What follows belongs to an exercise in optimizing a design on an open flow for small area, a short achievable clock period and few clock cycles per item; a production flow would make more cautious choices. In this exercise RTL edits were held to simulation tests only and were not proved equivalent to the original.

==> inputs of job 5285 <==
==> flow/design.v (excerpt) <==
module fft_butterfly #(
    parameter PRE_IN = 1,
    parameter C2 = 1,
    parameter C3 = 1,
    parameter C4 = 1,
    parameter C5 = 1
) (
    input  wire        clk,
    input  wire        rst,         
    input  wire        in_valid,
    output wire        in_ready,
    input  wire [31:0] w_re,
    input  wire [31:0] w_im,
    input  wire [31:0] a_re,
    input  wire [31:0] a_im,
    input  wire [31:0] b_re,
    input  wire [31:0] b_im,
    output wire        out_valid,
    output wire [31:0] y0_re,
    output wire [31:0] y0_im,
    output wire [31:0] y1_re,
    output wire [31:0] y1_im
);
    assign in_ready = 1'b1;
    localparam OPW = 38;
    wire [OPW-1:0] u_wr, u_wi, u_br, u_bi;
    wire [OPW-1:0] q_wr, q_wi, q_br, q_bi;
    wire [63:0]    a0;
    wire           v0;
    pipev c0v (.clk(clk), .rst(rst), .d(in_valid), .q(v0));
    pipe #(.W(64)) c0a (.clk(clk), .d({a_re, a_im}), .q(a0));
    generate if (PRE_IN) begin : g_pre_in
        fpm_pre p_wr (.x(w_re), .s(u_wr[37]), .nan(u_wr[36]), .inf(u_wr[35]), .zero(u_wr[34]), .ex(u_wr[33:24]), .m(u_wr[23:0]));
  ...
clock: 20.0 ns
lec_check: 0
abc_clock_period_in_ps: 16000
cap_margin: 20
core_margin: 2
core_utilization: 50
setup_slack_margin: 0.2
slew_margin: 20
run.sh (not shown) runs the stock make flow with config.mk's settings and CLKGATE_MAP_FILE= SYNTH_SCRIPT=/design/flow/synth_recipe.tcl, a recipe that flattens the netlist after the stock synthesis.
==> inputs of job 7825, as changes to job 5285 <==
==> flow/flow/run.sh (new file) <==
#!/bin/bash
set -euo pipefail
REPAIR_MARGIN=12
bash standard.sh synth > synth.log 2>&1
bash standard.sh SETUP_SLACK_MARGIN=$REPAIR_MARGIN finish > layout.log 2>&1
==> flow/standard.sh (new file) <==
#!/bin/bash
# synth_recipe.tcl (not shown) runs the flow's synth.tcl, then flattens the netlist and writes it again
# the make line also repeats each setting of config.mk as NAME=value (left out here)
make -C /OpenROAD-flow-scripts/flow DESIGN_CONFIG=/design/flow/config.mk WORK_HOME=/design/flow/orfs CLKGATE_MAP_FILE= SYNTH_SCRIPT=/design/flow/synth_recipe.tcl "${@:-finish}"
--- a/flow/config.mk
+++ b/flow/config.mk
@@ -10,4 +10,4 @@
 export CORE_MARGIN = 2
 export CORE_UTILIZATION = 50
-export SETUP_SLACK_MARGIN = 0.2
 export SLEW_MARGIN = 20
+export TNS_END_PERCENT = 10
removed: flow/run.sh
==> metrics.md <==
| Metric | Value |
|---|---|
| Outcome | timing/DRC/antenna clean |
| P&R area growth vs syn | 9.20% |
| Layout cells sized above 1 | 0.0704 |
| Slew @ Worst Pin | 1.33 ns |
Source of the figures above: job 7825

==> metrics.md <==
| Metric | Value |
|---|---|
| Outcome | timing/DRC/antenna clean |
| Slew @ Worst Pin | 1.28 ns |
| Residual DRC | 0 |
| P&R area growth vs syn | 7.52% |
Source of the figures above: job 5285

Testbench counts of job 5285, summed over its fixed seeds: cycles 18,042, items 18,000.
Testbench counts of job 7825, summed over its fixed seeds: cycles 18,042, items 18,000.

========
==> inputs of lagoon <==
Another version of the RTL of fft_butterfly (not shown whole).
==> module fpm_pre, before the edit <==
module fpm_pre (
    input  wire [31:0] x,
    output wire        s,
    output wire        nan,
    output wire        inf,
    output wire        zero,
    output reg  [9:0]  ex,
    output reg  [23:0] m
);
    wire [7:0]  e = x[30:23];
    wire [22:0] f = x[22:0];
    assign s    = x[31];
    assign nan  = (e == 8'hFF) && (f != 23'd0);
    assign inf  = (e == 8'hFF) && (f == 23'd0);
    assign zero = (e == 8'h00) && (f == 23'd0);
    wire [5:0] lz6;
    lzc32 u_lz (.x({1'b0, f, 8'd0}), .n(lz6));
    wire [4:0] lz = lz6[4:0];
    wire [26:0] msh;
    shl27 u_shl (.x({1'b0, f, 3'b000}), .sh(lz), .y(msh));
    always @(*) begin
        if (e != 8'h00) begin
            m  = {1'b1, f};
            ex = {2'b00, e};
        end else begin
            m  = msh[26:3];
            ex = 10'd1 - {5'd0, lz};
        end
    end
endmodule
==> module fadd_norm, before the edit <==
module fadd_norm #(
    parameter NOLEFT = 0,         
    parameter SHIFTED = 0         
) (
    input  wire [7:0]  ex,
    input  wire [27:0] s,
    input  wire [4:0]  sh_in,
    output reg  [9:0]  e,         
    output reg  [23:0] m,
    output wire        is_zero
);
    assign is_zero = (s == 28'd0);
    wire [4:0] sh = NOLEFT ? 5'd0 : sh_in;
    wire [9:0] ex0 = {2'b00, ex};
    wire [9:0] ex1 = ex0 + 10'd1;
    wire [9:0] ex2 = ex0 + 10'd2;
    wire [9:0] el0 = ex0 - {5'd0, sh};
    wire [9:0] el1 = ex1 - {5'd0, sh};
    wire [26:0] nl;
    shl27 u_shl (.x(s[26:0]), .sh(sh), .y(nl));
    wire [26:0] n   = SHIFTED ? s[26:0] : s[27] ? {s[27:2], s[1] | s[0]} : nl;
    wire        rnd = n[2] & (n[1] | n[0] | n[3]);
    wire [24:0] mr  = {1'b0, n[26:3]} + {24'd0, rnd};
    always @(*) begin
        case ({s[27], mr[24]})
            2'b00:   e = el0;
            2'b01:   e = el1;
            2'b10:   e = ex1;
            default: e = ex2;
        endcase
        m = {mr[24] | mr[23], mr[22:0]};
    end
endmodule
==> module fdual_a2, before the edit <==
module fdual_a2 (
    input  wire [7:0]  ex,
    input  wire [26:0] xs,
    input  wire [26:0] zs,
    output wire [27:0] sum,
    output wire [26:0] dif,
    output wire [4:0]  sh
);
    wire        co_s, co_d;
    wire [27:0] dif28;
    wire [27:0] sum28;
    padd_sk28 u_sum (.a({1'b0, xs}), .b({1'b0, zs}),  .ci(1'b0), .s(sum28), .co(co_s));
    assign sum = {sum28[27], sum28[27] ? {sum28[27:2], sum28[1] | sum28[0]} : sum28[26:0]};
    padd_sk28 u_dif (.a({1'b0, xs}), .b(~{1'b0, zs}), .ci(1'b1), .s(dif28), .co(co_d));
    fadd_lz   u_lz  (.ex(ex), .s(dif28), .sh(sh));
    shl27     u_shl (.x(dif28[26:0]), .sh(sh), .y(dif));
endmodule
==> module shl27, before the edit <==
module shl27 (
    input  wire [26:0] x,
    input  wire [4:0]  sh,
    output wire [26:0] y
);
    wire [26:0] l4 = sh[4] ? {x[10:0],  16'd0} : x;
    wire [26:0] l3 = sh[3] ? {l4[18:0],  8'd0} : l4;
    wire [26:0] l2 = sh[2] ? {l3[22:0],  4'd0} : l3;
    wire [26:0] l1 = sh[1] ? {l2[24:0],  2'd0} : l2;
    assign      y  = sh[0] ? {l1[25:0],  1'd0} : l1;
endmodule
Settings: LEC_CHECK=0, ABC_CLOCK_PERIOD_IN_PS=16000, CAP_MARGIN=20, CORE_MARGIN=2, CORE_UTILIZATION=55, SLEW_MARGIN=20, TNS_END_PERCENT=10; clock period 20.0 ns.
standard.sh (not shown) runs the stock make flow with config.mk's settings and CLKGATE_MAP_FILE= SYNTH_SCRIPT=/design/flow/synth_recipe.tcl, a recipe that flattens the netlist after the stock synthesis.
==> flow/flow/run.sh <==
#!/bin/bash
set -euo pipefail
REPAIR_MARGIN=14.5
bash standard.sh synth > synth.log 2>&1
bash standard.sh SETUP_SLACK_MARGIN=$REPAIR_MARGIN "BUFFER_PORTS_ARGS=-buffer_cell sky130_fd_sc_hd__buf_4" finish > layout.log 2>&1
==> yarrow (differences from lagoon) <==
--- a/flow/design.v
+++ b/flow/design.v
@@ -16,14 +16,12 @@
     wire [5:0] lz6;
     lzc32 u_lz (.x({1'b0, f, 8'd0}), .n(lz6));
     wire [4:0] lz = lz6[4:0];
-    wire [26:0] msh;
-    shl27 u_shl (.x({1'b0, f, 3'b000}), .sh(lz), .y(msh));
     always @(*) begin
         if (e != 8'h00) begin
             m  = {1'b1, f};
             ex = {2'b00, e};
         end else begin
-            m  = msh[26:3];
+            m  = {1'b0, f} << lz;
             ex = 10'd1 - {5'd0, lz};
         end
     end
@@ -4510,9 +4508,7 @@
     wire [9:0] ex2 = ex0 + 10'd2;
     wire [9:0] el0 = ex0 - {5'd0, sh};
     wire [9:0] el1 = ex1 - {5'd0, sh};
-    wire [26:0] nl;
-    shl27 u_shl (.x(s[26:0]), .sh(sh), .y(nl));
-    wire [26:0] n   = SHIFTED ? s[26:0] : s[27] ? {s[27:2], s[1] | s[0]} : nl;
+    wire [26:0] n   = SHIFTED ? s[26:0] : s[27] ? {s[27:2], s[1] | s[0]} : (s[26:0] << sh);
     wire        rnd = n[2] & (n[1] | n[0] | n[3]);
     wire [24:0] mr  = {1'b0, n[26:3]} + {24'd0, rnd};
     always @(*) begin
@@ -4633,7 +4629,7 @@
     assign sum = {sum28[27], sum28[27] ? {sum28[27:2], sum28[1] | sum28[0]} : sum28[26:0]};
     padd_sk28 u_dif (.a({1'b0, xs}), .b(~{1'b0, zs}), .ci(1'b1), .s(dif28), .co(co_d));
     fadd_lz   u_lz  (.ex(ex), .s(dif28), .sh(sh));
-    shl27     u_shl (.x(dif28[26:0]), .sh(sh), .y(dif));
+    assign dif = dif28[26:0] << sh;
 endmodule
 module fdual_b (
     input  wire        sgn_add,
@@ -4712,17 +4708,6 @@
     wire        s0 = sh[0] & l1[0];
     assign y = {l0[26:1], l0[0] | s0 | s1 | s2 | s3 | s4};
 endmodule
-module shl27 (
-    input  wire [26:0] x,
-    input  wire [4:0]  sh,
-    output wire [26:0] y
-);
-    wire [26:0] l4 = sh[4] ? {x[10:0],  16'd0} : x;
-    wire [26:0] l3 = sh[3] ? {l4[18:0],  8'd0} : l4;
-    wire [26:0] l2 = sh[2] ? {l3[22:0],  4'd0} : l3;
-    wire [26:0] l1 = sh[1] ? {l2[24:0],  2'd0} : l2;
-    assign      y  = sh[0] ? {l1[25:0],  1'd0} : l1;
-endmodule
 module fft_butterfly #(
     parameter PRE_IN = 1
 ) (
==> flow/flow/run.sh (replaced) <==
#!/bin/bash
set -euo pipefail
REPAIR_MARGIN=13.5
bash standard.sh synth > synth.log 2>&1
bash standard.sh SETUP_SLACK_MARGIN=$REPAIR_MARGIN finish > layout.log 2>&1
--- a/flow/config.mk
+++ b/flow/config.mk
@@ -8,6 +8,6 @@
 export ABC_CLOCK_PERIOD_IN_PS = 16000
 export CAP_MARGIN = 20
 export CORE_MARGIN = 2
-export CORE_UTILIZATION = 55
+export CORE_UTILIZATION = 50
 export SLEW_MARGIN = 20
 export TNS_END_PERCENT = 10
==> qor summary <==
Total wirelength of the detailed-routed design: yarrow 541,000 µm; lagoon 561,000 µm
Tmin final: yarrow 6.51 ns; lagoon 5.58 ns
Global placer's final weighted congestion: yarrow 1.00; lagoon 1.01
Number of placed cells counting well taps: yarrow 23,500; lagoon 23,000
Overall Global Routing Usage: yarrow 31.8%; lagoon 35.3%
Final non-clock buffer share: yarrow 3.18%; lagoon 4.29%
Met2 track demand over resource: yarrow 51.1%; lagoon 56.5%
Final standard cell area without fillers: yarrow 181,000 µm²; lagoon 184,000 µm²
Worst Setup Slack, final: yarrow 13.49 ns; lagoon 14.42 ns
Placeable core area: yarrow 331,000 µm²; lagoon 300,000 µm²
Met1 track utilization from global routing: yarrow 41.9%; lagoon 46.8%
Outcome: yarrow complete, no violations; lagoon complete, no violations
Worst EP arrival: yarrow 7.18 ns; lagoon 1.58 ns
Xor-xnor portion of the synthesized cell area: yarrow 3.92%; lagoon 3.80%
Layout clock area frac: yarrow 3.63%; lagoon 3.49%
Area share of fa/ha/maj cells after synthesis: yarrow 30.1%; lagoon 30.1%
Testbench counts of lagoon, summed over its fixed seeds: cycles 18,054, items 18,000.
Testbench counts of yarrow, summed over its fixed seeds: cycles 18,054, items 18,000.

-- static timing again, ports no longer ideal --
In the flow no input, the clock included, has a driving cell. The finished layouts below were timed again as built, in two steps.
Step 1: set_driving_cell puts a clkbuf_16 on clk and a buf_2 on each other input, an assumption about the parent block.
Step 2 also shifts input and output timing later by t, the mid clock arrival at the registers, as if the neighbouring blocks saw the same clock.
Slacks: ideal ports / drivers / drivers and shift; pairs: ideal ports / drivers.
run | t (ns) | setup WS [ns] | worst hold slack (ns) | slew at the worst register clock pin (ns)
job 5285 | 0.931 | 10.305 / 10.305 / 10.305 | 0.278 / 0.278 / 0.278 | 0.07 / 0.07
job 7825 | 0.930 | 12.042 / 12.042 / 11.305 | 0.276 / 0.276 / 0.276 | 0.07 / 0.07
lagoon | 0.962 | 14.421 / 14.314 / 13.552 | 0.306 / 0.306 / 0.306 | 0.08 / 0.08
yarrow | 0.948 | 13.492 / 13.526 / 12.622 | 0.315 / 0.315 / 0.315 | 0.07 / 0.07
After both steps every run listed still meets setup and hold. The setup slack of yarrow, which loses most, moves by +0.034 ns with the drivers and by -0.870 ns with both steps.
